This design comes from an exercise in tuning for a short achievable clock period on the open sky130 flow, not from production work.
In this exercise RTL edits were held to simulation tests only and were not proved equivalent to the original.
Power figures rest on the tool's default switching activity, not on a simulated workload.

== P ==
==> module fbw_fsafe, before the edit <==
module fbw_fsafe #(
    parameter integer TIMEOUT_MS = 800
) (
    input  wire        clk,
    input  wire        rst,
    input  wire        pkt_valid,
    input  wire [15:0] pkt_axisX,
    input  wire [15:0] pkt_axisY,
    input  wire        poll,
    input  wire [31:0] now,
    output wire [39:0] servo_angle,
    output wire        servo_upd,
    output wire        failsafe
);
    localparam [7:0] CENTER = 8'd90;
    reg        link_state;       
    reg        ts_valid;
    reg        fresh;
    reg [21:0] win_h0;           
    reg [21:0] win_h1;           
    reg [9:0]  win_lo;           
    reg [9:0]  win_hi;           
    reg [9:0]  win_bo;           
    reg        win_bo_ok;        
    reg [7:0]  angle0, angle1, angleY;
    wire [7:0] ax, ax_m, ay, ay_m;
    fbw_axmap u_mapx (.raw(pkt_axisX), .angle(ax), .angle_m(ax_m));
    fbw_axmap u_mapy (.raw(pkt_axisY), .angle(ay), .angle_m(ay_m));
    function ge10(input [9:0] a, input [9:0] b);
        reg [15:0] g0, p0;
        reg [7:0]  g1, p1;
        reg [3:0]  g2, p2;
        reg [1:0]  g3, p3;
        integer j;
        begin
            g0 = {6'd0, a & ~b};
            p0 = {6'h3f, a | ~b};
            for (j = 0; j < 8; j = j + 1) begin
                g1[j] = g0[2*j+1] | (p0[2*j+1] & g0[2*j]);
                p1[j] = g0[2*j+1] | (p0[2*j+1] & p0[2*j]);
            end
            for (j = 0; j < 4; j = j + 1) begin
                g2[j] = g1[2*j+1] | (p1[2*j+1] & g1[2*j]);
                p2[j] = g1[2*j+1] | (p1[2*j+1] & p1[2*j]);
            end
            for (j = 0; j < 2; j = j + 1) begin
                g3[j] = g2[2*j+1] | (p2[2*j+1] & g2[2*j]);
                p3[j] = g2[2*j+1] | (p2[2*j+1] & p2[2*j]);
            end
            ge10 = g3[1] | (p3[1] & p3[0]);
        end
    endfunction
    wire [21:0] nh = now[31:10];
    wire [9:0]  nl = now[9:0];
    wire same_hi   = (nh == win_h0);
    wire next_hi   = (nh == win_h1);
    wire in_same   = ge10(nl, win_lo) && ge10(win_hi, nl);
    wire in_next   = win_bo_ok && ge10(win_bo, nl);
    wire in_window = (same_hi && in_same) || (next_hi && in_next);
    wire expired   = !ts_valid || !in_window;
    wire poll_exp  = poll && !fresh && expired;
    wire force_n   = !pkt_valid && poll_exp;
    assign servo_upd = !rst && (pkt_valid || poll_exp);
    assign failsafe  = rst || (!pkt_valid && (link_state || poll_exp));
    wire [10:0] lo_end  = {1'b0, nl} + TIMEOUT_MS;
    wire [10:0] lo_back = {1'b0, nl} - (11'd1024 - TIMEOUT_MS);
    always @(posedge clk) begin
        if (rst) begin
            link_state <= 1'b1;
            ts_valid   <= 1'b0;
            fresh      <= 1'b0;
            angle0 <= CENTER;
            angle1 <= CENTER;
            angleY <= CENTER;
        end else if (pkt_valid) begin
            link_state <= 1'b0;
            ts_valid   <= 1'b1;
            fresh      <= !poll;
            angle0 <= ax;
            angle1 <= ax_m;
            angleY <= ay;
        end else if (poll) begin
            fresh <= 1'b0;
            if (force_n) begin
                link_state <= 1'b1;
                angle0 <= CENTER;
                angle1 <= CENTER;
                angleY <= CENTER;
            end
        end
    end
    always @(posedge clk) begin
        if (!rst && pkt_valid) begin
            win_h0    <= nh;
            win_h1    <= nh + 22'd1;
            win_lo    <= nl;
            win_hi    <= lo_end[10] ? 10'd1023 : lo_end[9:0];
            win_bo    <= lo_back[9:0];
            win_bo_ok <= !lo_back[10];
        end
    end
    assign servo_angle = {angleY, angleY, angleY, angle1, angle0};
endmodule
==> flow/config.mk <==
export PLATFORM = sky130hd
export DESIGN_NAME = fbw_lcb
export DESIGN_NICKNAME = fbw_lcb
export VERILOG_FILES = /design/flow/design.v
export SDC_FILE = /design/flow/constraint.sdc
export NUM_CORES = 4
export LEC_CHECK = 0
export CAP_MARGIN = 20
export CORE_MARGIN = 2
export CORE_UTILIZATION = 40
export SLEW_MARGIN = 20
export DONT_USE_CELLS += sky130_fd_sc_hd__a2111o_1 sky130_fd_sc_hd__a2111o_2 sky130_fd_sc_hd__a2111o_4 sky130_fd_sc_hd__a2111oi_0 sky130_fd_sc_hd__a2111oi_1 sky130_fd_sc_hd__a2111oi_2 sky130_fd_sc_hd__a2111oi_4 sky130_fd_sc_hd__a221o_1 sky130_fd_sc_hd__a221o_2 sky130_fd_sc_hd__a221o_4 sky130_fd_sc_hd__a221oi_1 sky130_fd_sc_hd__a221oi_2 sky130_fd_sc_hd__a221oi_4 sky130_fd_sc_hd__a222oi_1 sky130_fd_sc_hd__a311o_1 sky130_fd_sc_hd__a311o_2 sky130_fd_sc_hd__a311o_4 sky130_fd_sc_hd__a311oi_1 sky130_fd_sc_hd__a311oi_2 sky130_fd_sc_hd__a311oi_4 sky130_fd_sc_hd__a32o_1 sky130_fd_sc_hd__a32o_2 sky130_fd_sc_hd__a32o_4 sky130_fd_sc_hd__a32oi_1 sky130_fd_sc_hd__a32oi_2 sky130_fd_sc_hd__a32oi_4 sky130_fd_sc_hd__a41o_1 sky130_fd_sc_hd__a41o_2 sky130_fd_sc_hd__a41o_4 sky130_fd_sc_hd__a41oi_1 sky130_fd_sc_hd__a41oi_2 sky130_fd_sc_hd__a41oi_4 sky130_fd_sc_hd__nor3_1 sky130_fd_sc_hd__nor3_2 sky130_fd_sc_hd__nor3_4 sky130_fd_sc_hd__nor3b_1 sky130_fd_sc_hd__nor3b_2 sky130_fd_sc_hd__nor3b_4 sky130_fd_sc_hd__nor4_1 sky130_fd_sc_hd__nor4_2 sky130_fd_sc_hd__nor4_4 sky130_fd_sc_hd__nor4b_1 sky130_fd_sc_hd__nor4b_2 sky130_fd_sc_hd__nor4b_4 sky130_fd_sc_hd__nor4bb_1 sky130_fd_sc_hd__nor4bb_2 sky130_fd_sc_hd__nor4bb_4 sky130_fd_sc_hd__o2111a_1 sky130_fd_sc_hd__o2111a_2 sky130_fd_sc_hd__o2111a_4 sky130_fd_sc_hd__o2111ai_1 sky130_fd_sc_hd__o2111ai_2 sky130_fd_sc_hd__o2111ai_4 sky130_fd_sc_hd__o221a_1 sky130_fd_sc_hd__o221a_2 sky130_fd_sc_hd__o221a_4 sky130_fd_sc_hd__o221ai_1 sky130_fd_sc_hd__o221ai_2 sky130_fd_sc_hd__o221ai_4 sky130_fd_sc_hd__o311a_1 sky130_fd_sc_hd__o311a_2 sky130_fd_sc_hd__o311a_4 sky130_fd_sc_hd__o311ai_0 sky130_fd_sc_hd__o311ai_1 sky130_fd_sc_hd__o311ai_2 sky130_fd_sc_hd__o311ai_4 sky130_fd_sc_hd__o32a_1 sky130_fd_sc_hd__o32a_2 sky130_fd_sc_hd__o32a_4 sky130_fd_sc_hd__o32ai_1 sky130_fd_sc_hd__o32ai_2 sky130_fd_sc_hd__o32ai_4 sky130_fd_sc_hd__o41a_1 sky130_fd_sc_hd__o41a_2 sky130_fd_sc_hd__o41a_4 sky130_fd_sc_hd__o41ai_1 sky130_fd_sc_hd__o41ai_2 sky130_fd_sc_hd__o41ai_4 sky130_fd_sc_hd__or3_1 sky130_fd_sc_hd__or3_2 sky130_fd_sc_hd__or3_4 sky130_fd_sc_hd__or3b_1 sky130_fd_sc_hd__or3b_2 sky130_fd_sc_hd__or3b_4 sky130_fd_sc_hd__or4_1 sky130_fd_sc_hd__or4_2 sky130_fd_sc_hd__or4_4 sky130_fd_sc_hd__or4b_1 sky130_fd_sc_hd__or4b_2 sky130_fd_sc_hd__or4b_4 sky130_fd_sc_hd__or4bb_1 sky130_fd_sc_hd__or4bb_2 sky130_fd_sc_hd__or4bb_4
==> flow/constraint.sdc <==
create_clock -name core_clock -period 22.0 [get_ports {clk}]
set_input_delay 4.4000 -clock core_clock [delete_from_list [all_inputs] [get_ports {clk}]]
set_output_delay 4.4000 -clock core_clock [all_outputs]
set_load 0.01 [all_outputs]
standard.sh (not shown) runs the stock make flow with config.mk's settings and CLKGATE_MAP_FILE= SYNTH_SCRIPT=/design/flow/synth_recipe.tcl, a recipe that flattens the netlist after the stock synthesis.
==> flow/flow/run.sh <==
#!/bin/bash
# Own flow: the standard layout (standard.sh: its synthesis script and steps), with
#  - MATCH_CELL_FOOTPRINT=0, so the resizer may change a gate to any size, not only to
#    sizes with the same footprint;
#  - slow stacked-transistor gates (4-input OR/NOR, 3-input OR/NOR and the larger
#    AOI/OAI forms) added to DONT_USE_CELLS, so synthesis and the resizer map the logic
#    to faster gates (flip-flop cells are not affected);
#  - pin regions (flow/io.tcl, ORFS's IO_CONSTRAINTS) that keep the ports of each
#    input-to-output path together on one edge.
# make's full output goes to flow_make.log here; each ORFS step logs under orfs/logs/.
set -euo pipefail
echo "export DONT_USE_CELLS += sky130_fd_sc_hd__a2111o_1 sky130_fd_sc_hd__a2111o_2 sky130_fd_sc_hd__a2111o_4 sky130_fd_sc_hd__a2111oi_0 sky130_fd_sc_hd__a2111oi_1 sky130_fd_sc_hd__a2111oi_2 sky130_fd_sc_hd__a2111oi_4 sky130_fd_sc_hd__a221o_1 sky130_fd_sc_hd__a221o_2 sky130_fd_sc_hd__a221o_4 sky130_fd_sc_hd__a221oi_1 sky130_fd_sc_hd__a221oi_2 sky130_fd_sc_hd__a221oi_4 sky130_fd_sc_hd__a222oi_1 sky130_fd_sc_hd__a311o_1 sky130_fd_sc_hd__a311o_2 sky130_fd_sc_hd__a311o_4 sky130_fd_sc_hd__a311oi_1 sky130_fd_sc_hd__a311oi_2 sky130_fd_sc_hd__a311oi_4 sky130_fd_sc_hd__a32o_1 sky130_fd_sc_hd__a32o_2 sky130_fd_sc_hd__a32o_4 sky130_fd_sc_hd__a32oi_1 sky130_fd_sc_hd__a32oi_2 sky130_fd_sc_hd__a32oi_4 sky130_fd_sc_hd__a41o_1 sky130_fd_sc_hd__a41o_2 sky130_fd_sc_hd__a41o_4 sky130_fd_sc_hd__a41oi_1 sky130_fd_sc_hd__a41oi_2 sky130_fd_sc_hd__a41oi_4 sky130_fd_sc_hd__nor3_1 sky130_fd_sc_hd__nor3_2 sky130_fd_sc_hd__nor3_4 sky130_fd_sc_hd__nor3b_1 sky130_fd_sc_hd__nor3b_2 sky130_fd_sc_hd__nor3b_4 sky130_fd_sc_hd__nor4_1 sky130_fd_sc_hd__nor4_2 sky130_fd_sc_hd__nor4_4 sky130_fd_sc_hd__nor4b_1 sky130_fd_sc_hd__nor4b_2 sky130_fd_sc_hd__nor4b_4 sky130_fd_sc_hd__nor4bb_1 sky130_fd_sc_hd__nor4bb_2 sky130_fd_sc_hd__nor4bb_4 sky130_fd_sc_hd__o2111a_1 sky130_fd_sc_hd__o2111a_2 sky130_fd_sc_hd__o2111a_4 sky130_fd_sc_hd__o2111ai_1 sky130_fd_sc_hd__o2111ai_2 sky130_fd_sc_hd__o2111ai_4 sky130_fd_sc_hd__o221a_1 sky130_fd_sc_hd__o221a_2 sky130_fd_sc_hd__o221a_4 sky130_fd_sc_hd__o221ai_1 sky130_fd_sc_hd__o221ai_2 sky130_fd_sc_hd__o221ai_4 sky130_fd_sc_hd__o311a_1 sky130_fd_sc_hd__o311a_2 sky130_fd_sc_hd__o311a_4 sky130_fd_sc_hd__o311ai_0 sky130_fd_sc_hd__o311ai_1 sky130_fd_sc_hd__o311ai_2 sky130_fd_sc_hd__o311ai_4 sky130_fd_sc_hd__o32a_1 sky130_fd_sc_hd__o32a_2 sky130_fd_sc_hd__o32a_4 sky130_fd_sc_hd__o32ai_1 sky130_fd_sc_hd__o32ai_2 sky130_fd_sc_hd__o32ai_4 sky130_fd_sc_hd__o41a_1 sky130_fd_sc_hd__o41a_2 sky130_fd_sc_hd__o41a_4 sky130_fd_sc_hd__o41ai_1 sky130_fd_sc_hd__o41ai_2 sky130_fd_sc_hd__o41ai_4 sky130_fd_sc_hd__or3_1 sky130_fd_sc_hd__or3_2 sky130_fd_sc_hd__or3_4 sky130_fd_sc_hd__or3b_1 sky130_fd_sc_hd__or3b_2 sky130_fd_sc_hd__or3b_4 sky130_fd_sc_hd__or4_1 sky130_fd_sc_hd__or4_2 sky130_fd_sc_hd__or4_4 sky130_fd_sc_hd__or4b_1 sky130_fd_sc_hd__or4b_2 sky130_fd_sc_hd__or4b_4 sky130_fd_sc_hd__or4bb_1 sky130_fd_sc_hd__or4bb_2 sky130_fd_sc_hd__or4bb_4" >> config.mk
bash standard.sh SETUP_SLACK_MARGIN=12.5 MATCH_CELL_FOOTPRINT=0 IO_CONSTRAINTS=$PWD/flow/io.tcl finish > flow_make.log 2>&1
Other scripts of this flow, unchanged in this note and not shown: flow/flow/io.tcl
Modified inputs, Q compared to P
--- a/flow/design.v
+++ b/flow/design.v
@@ -204,27 +204,13 @@
     fbw_axmap u_mapx (.raw(pkt_axisX), .angle(ax), .angle_m(ax_m));
     fbw_axmap u_mapy (.raw(pkt_axisY), .angle(ay), .angle_m(ay_m));
     function ge10(input [9:0] a, input [9:0] b);
-        reg [15:0] g0, p0;
-        reg [7:0]  g1, p1;
-        reg [3:0]  g2, p2;
-        reg [1:0]  g3, p3;
-        integer j;
+        reg r;
+        integer i;
         begin
-            g0 = {6'd0, a & ~b};
-            p0 = {6'h3f, a | ~b};
-            for (j = 0; j < 8; j = j + 1) begin
-                g1[j] = g0[2*j+1] | (p0[2*j+1] & g0[2*j]);
-                p1[j] = g0[2*j+1] | (p0[2*j+1] & p0[2*j]);
-            end
-            for (j = 0; j < 4; j = j + 1) begin
-                g2[j] = g1[2*j+1] | (p1[2*j+1] & g1[2*j]);
-                p2[j] = g1[2*j+1] | (p1[2*j+1] & p1[2*j]);
-            end
-            for (j = 0; j < 2; j = j + 1) begin
-                g3[j] = g2[2*j+1] | (p2[2*j+1] & g2[2*j]);
-                p3[j] = g2[2*j+1] | (p2[2*j+1] & p2[2*j]);
-            end
-            ge10 = g3[1] | (p3[1] & p3[0]);
+            r = 1'b1;
+            for (i = 0; i < 10; i = i + 1)
+                r = (a[i] & ~b[i]) | ((a[i] | ~b[i]) & r);
+            ge10 = r;
         end
     endfunction
     wire [21:0] nh = now[31:10];
## What came out
Compared with P, Q shows vias per cell that has gone up slightly. NOTE: internal reg-to-reg setup slack in Q exceeds that of P. Die footprint: P vs Q — no meaningful difference. Q and P ended up with nearly the same final cell count. Via count of the first global-routing pass, Q and P: lower on Q. On portion of netlist area occupied by mux cells, Q and P are basically level. Total routed wirelength on Q is up relative to P. The higher final cycle utilization of the critical path came out of P. Sequential share of layout area delta (Q -> P): insignificant. Part of the total power dissipated in the clock network, Q and P: larger value in P.

---

Setup of JK:
Another version of the RTL of fbw_lcb (not shown whole).
Size: ~220 I/O pins, ~15000 sq um of cells after synthesis.
==> module fbw_fsafe, before the edit <==
module fbw_fsafe #(
    parameter integer TIMEOUT_MS = 800
) (
    input  wire        clk,
    input  wire        rst,
    input  wire        pkt_valid,
    input  wire [15:0] pkt_axisX,
    input  wire [15:0] pkt_axisY,
    input  wire        poll,
    input  wire [31:0] now,
    output wire [39:0] servo_angle,
    output wire        servo_upd,
    output wire        failsafe
);
    localparam [7:0] CENTER = 8'd90;
    reg        link_state;       
    reg        ts_valid;
    reg        fresh;
    reg [21:0] win_h0;           
    reg [21:0] win_h1;           
    reg [9:0]  win_lo;           
    reg [9:0]  win_hi;           
    reg [9:0]  win_bo;           
    reg        win_bo_ok;        
    reg [7:0]  angle0, angle1, angleY;
    wire [7:0] ax, ax_m, ay, ay_m;
    fbw_axmap u_mapx (.raw(pkt_axisX), .angle(ax), .angle_m(ax_m));
    fbw_axmap u_mapy (.raw(pkt_axisY), .angle(ay), .angle_m(ay_m));
    wire [21:0] nh = now[31:10];
    wire [9:0]  nl = now[9:0];
    wire same_hi   = (nh == win_h0);
    wire next_hi   = (nh == win_h1);
    wire in_same   = (nl >= win_lo) && (nl <= win_hi);
    wire in_next   = win_bo_ok && (nl <= win_bo);
    wire in_window = (same_hi && in_same) || (next_hi && in_next);
    wire expired   = !ts_valid || !in_window;
    wire poll_exp  = poll && !fresh && expired;
    wire force_n   = !pkt_valid && poll_exp;
    assign servo_upd = !rst && (pkt_valid || poll_exp);
    assign failsafe  = rst || (!pkt_valid && (link_state || poll_exp));
    wire [10:0] lo_end  = {1'b0, nl} + TIMEOUT_MS;
    wire [10:0] lo_back = {1'b0, nl} - (11'd1024 - TIMEOUT_MS);
    always @(posedge clk) begin
        if (rst) begin
            link_state <= 1'b1;
            ts_valid   <= 1'b0;
            fresh      <= 1'b0;
            angle0 <= CENTER;
            angle1 <= CENTER;
            angleY <= CENTER;
        end else if (pkt_valid) begin
            link_state <= 1'b0;
            ts_valid   <= 1'b1;
            fresh      <= !poll;
            angle0 <= ax;
            angle1 <= ax_m;
            angleY <= ay;
        end else if (poll) begin
            fresh <= 1'b0;
            if (force_n) begin
                link_state <= 1'b1;
                angle0 <= CENTER;
                angle1 <= CENTER;
                angleY <= CENTER;
            end
        end
    end
    always @(posedge clk) begin
        if (!rst && pkt_valid) begin
            win_h0    <= nh;
            win_h1    <= nh + 22'd1;
            win_lo    <= nl;
            win_hi    <= lo_end[10] ? 10'd1023 : lo_end[9:0];
            win_bo    <= lo_back[9:0];
            win_bo_ok <= !lo_back[10];
        end
    end
    assign servo_angle = {angleY, angleY, angleY, angle1, angle0};
endmodule
==> flow/config.mk <==
export PLATFORM = sky130hd
export DESIGN_NAME = fbw_lcb
export DESIGN_NICKNAME = fbw_lcb
export VERILOG_FILES = /design/flow/design.v
export SDC_FILE = /design/flow/constraint.sdc
export NUM_CORES = 4
export LEC_CHECK = 0
export CAP_MARGIN = 20
export CORE_MARGIN = 2
export CORE_UTILIZATION = 40
export SLEW_MARGIN = 20
==> flow/constraint.sdc <==
create_clock -name core_clock -period 22.0 [get_ports {clk}]
set_input_delay 4.4000 -clock core_clock [delete_from_list [all_inputs] [get_ports {clk}]]
set_output_delay 4.4000 -clock core_clock [all_outputs]
set_load 0.01 [all_outputs]
==> flow/flow/run.sh <==
#!/bin/bash
set -euo pipefail
bash standard.sh SETUP_SLACK_MARGIN=12.5 finish > flow_make.log 2>&1
JK has completed all stages; timing, DRC and antenna checks passed.
Inputs modified between JK and MS:
--- a/flow/design.v
+++ b/flow/design.v
@@ -193,21 +193,14 @@
     reg        ts_valid;
     reg        fresh;
-    reg [21:0] win_h0;           
-    reg [21:0] win_h1;           
-    reg [9:0]  win_lo;           
-    reg [9:0]  win_hi;           
-    reg [9:0]  win_bo;           
-    reg        win_bo_ok;        
+    reg [31:0] win_lo;           
+    reg [31:0] win_hi;           
+    reg        win_wrap;         
     reg [7:0]  angle0, angle1, angleY;
     wire [7:0] ax, ax_m, ay, ay_m;
     fbw_axmap u_mapx (.raw(pkt_axisX), .angle(ax), .angle_m(ax_m));
     fbw_axmap u_mapy (.raw(pkt_axisY), .angle(ay), .angle_m(ay_m));
-    wire [21:0] nh = now[31:10];
-    wire [9:0]  nl = now[9:0];
-    wire same_hi   = (nh == win_h0);
-    wire next_hi   = (nh == win_h1);
-    wire in_same   = (nl >= win_lo) && (nl <= win_hi);
-    wire in_next   = win_bo_ok && (nl <= win_bo);
-    wire in_window = (same_hi && in_same) || (next_hi && in_next);
+    wire ge_lo     = (now >= win_lo);
+    wire gt_hi     = (now > win_hi);
+    wire in_window = ge_lo ^ gt_hi ^ win_wrap;
     wire expired   = !ts_valid || !in_window;
     wire poll_exp  = poll && !fresh && expired;
@@ -215,6 +208,5 @@
     assign servo_upd = !rst && (pkt_valid || poll_exp);
     assign failsafe  = rst || (!pkt_valid && (link_state || poll_exp));
-    wire [10:0] lo_end  = {1'b0, nl} + TIMEOUT_MS;
-    wire [10:0] lo_back = {1'b0, nl} - (11'd1024 - TIMEOUT_MS);
+    wire [32:0] hi_next = {1'b0, now} + TIMEOUT_MS;
     always @(posedge clk) begin
         if (rst) begin
@@ -244,10 +236,7 @@
     always @(posedge clk) begin
         if (!rst && pkt_valid) begin
-            win_h0    <= nh;
-            win_h1    <= nh + 22'd1;
-            win_lo    <= nl;
-            win_hi    <= lo_end[10] ? 10'd1023 : lo_end[9:0];
-            win_bo    <= lo_back[9:0];
-            win_bo_ok <= !lo_back[10];
+            win_lo   <= now;
+            win_hi   <= hi_next[31:0];
+            win_wrap <= hi_next[32];
         end
     end
Results
Number of buffers added for setup after CTS came out exactly the same in MS and JK.
| max-slew headroom at the worst pin | MS vs JK | better |
MS vs. JK: distinct cell type count after synthesis now sits lower; critical path buffer and inverter count now sits lower; fmax now sits lower.
MS vs. JK: met2 global-route usage -7.4 points, count of non-CTS buffers in the layout -about 2.6%, final routed wire length divided by cell count -about 6%.
Clock-buffer cell count: MS vs JK down 5
Re post-synthesis net count: MS is 4.0% up on JK.
In the reports for MS and JK, the smaller global-route wire length before repair belongs to MS.
Summary of the comparison: sequential fraction of total cell area is lower in MS, relative to JK.
Delta (MS minus JK): number of cells on the worst reg-to-reg path higher, setup slack dropped 0.46 ns.

## port drivers added, routing unchanged
How much do the figures lean on ideal ports? The routed layouts below were timed once more, with nothing changed but the port constraints. Step 1 (the two cells are an assumption about what drives the block):
set clk [get_ports {clk}]
set_driving_cell -lib_cell sky130_fd_sc_hd__clkbuf_16 $clk
set_driving_cell -lib_cell sky130_fd_sc_hd__buf_2 [delete_from_list [all_inputs] $clk]
Step 2 times the ports against the registers' clock, not the clock port: input delays grow and output delays shrink by t, the midpoint of the rising clock arrivals with the driver on. Slacks: ideal / step 1 / step 2; pairs: ideal / step 1.
run	shift t [ns]	setup WS [ns]	clock arrival spread, ns	worst data-port slew with drivers (ns)
P	0.471	11.398 / 11.343 / 11.343	0.013 / 0.013	0.14
Q	0.464	11.597 / 11.554 / 11.554	0.014 / 0.014	0.12
JK	0.464	11.514 / 11.470 / 11.470	0.008 / 0.007	0.09
MS	0.473	11.056 / 11.015 / 11.015	0.008 / 0.008	0.07
After both steps setup and hold are still met in every run listed. For P, which loses most, drivers alone change the setup slack by -0.055 ns; drivers and shift together by -0.055 ns.
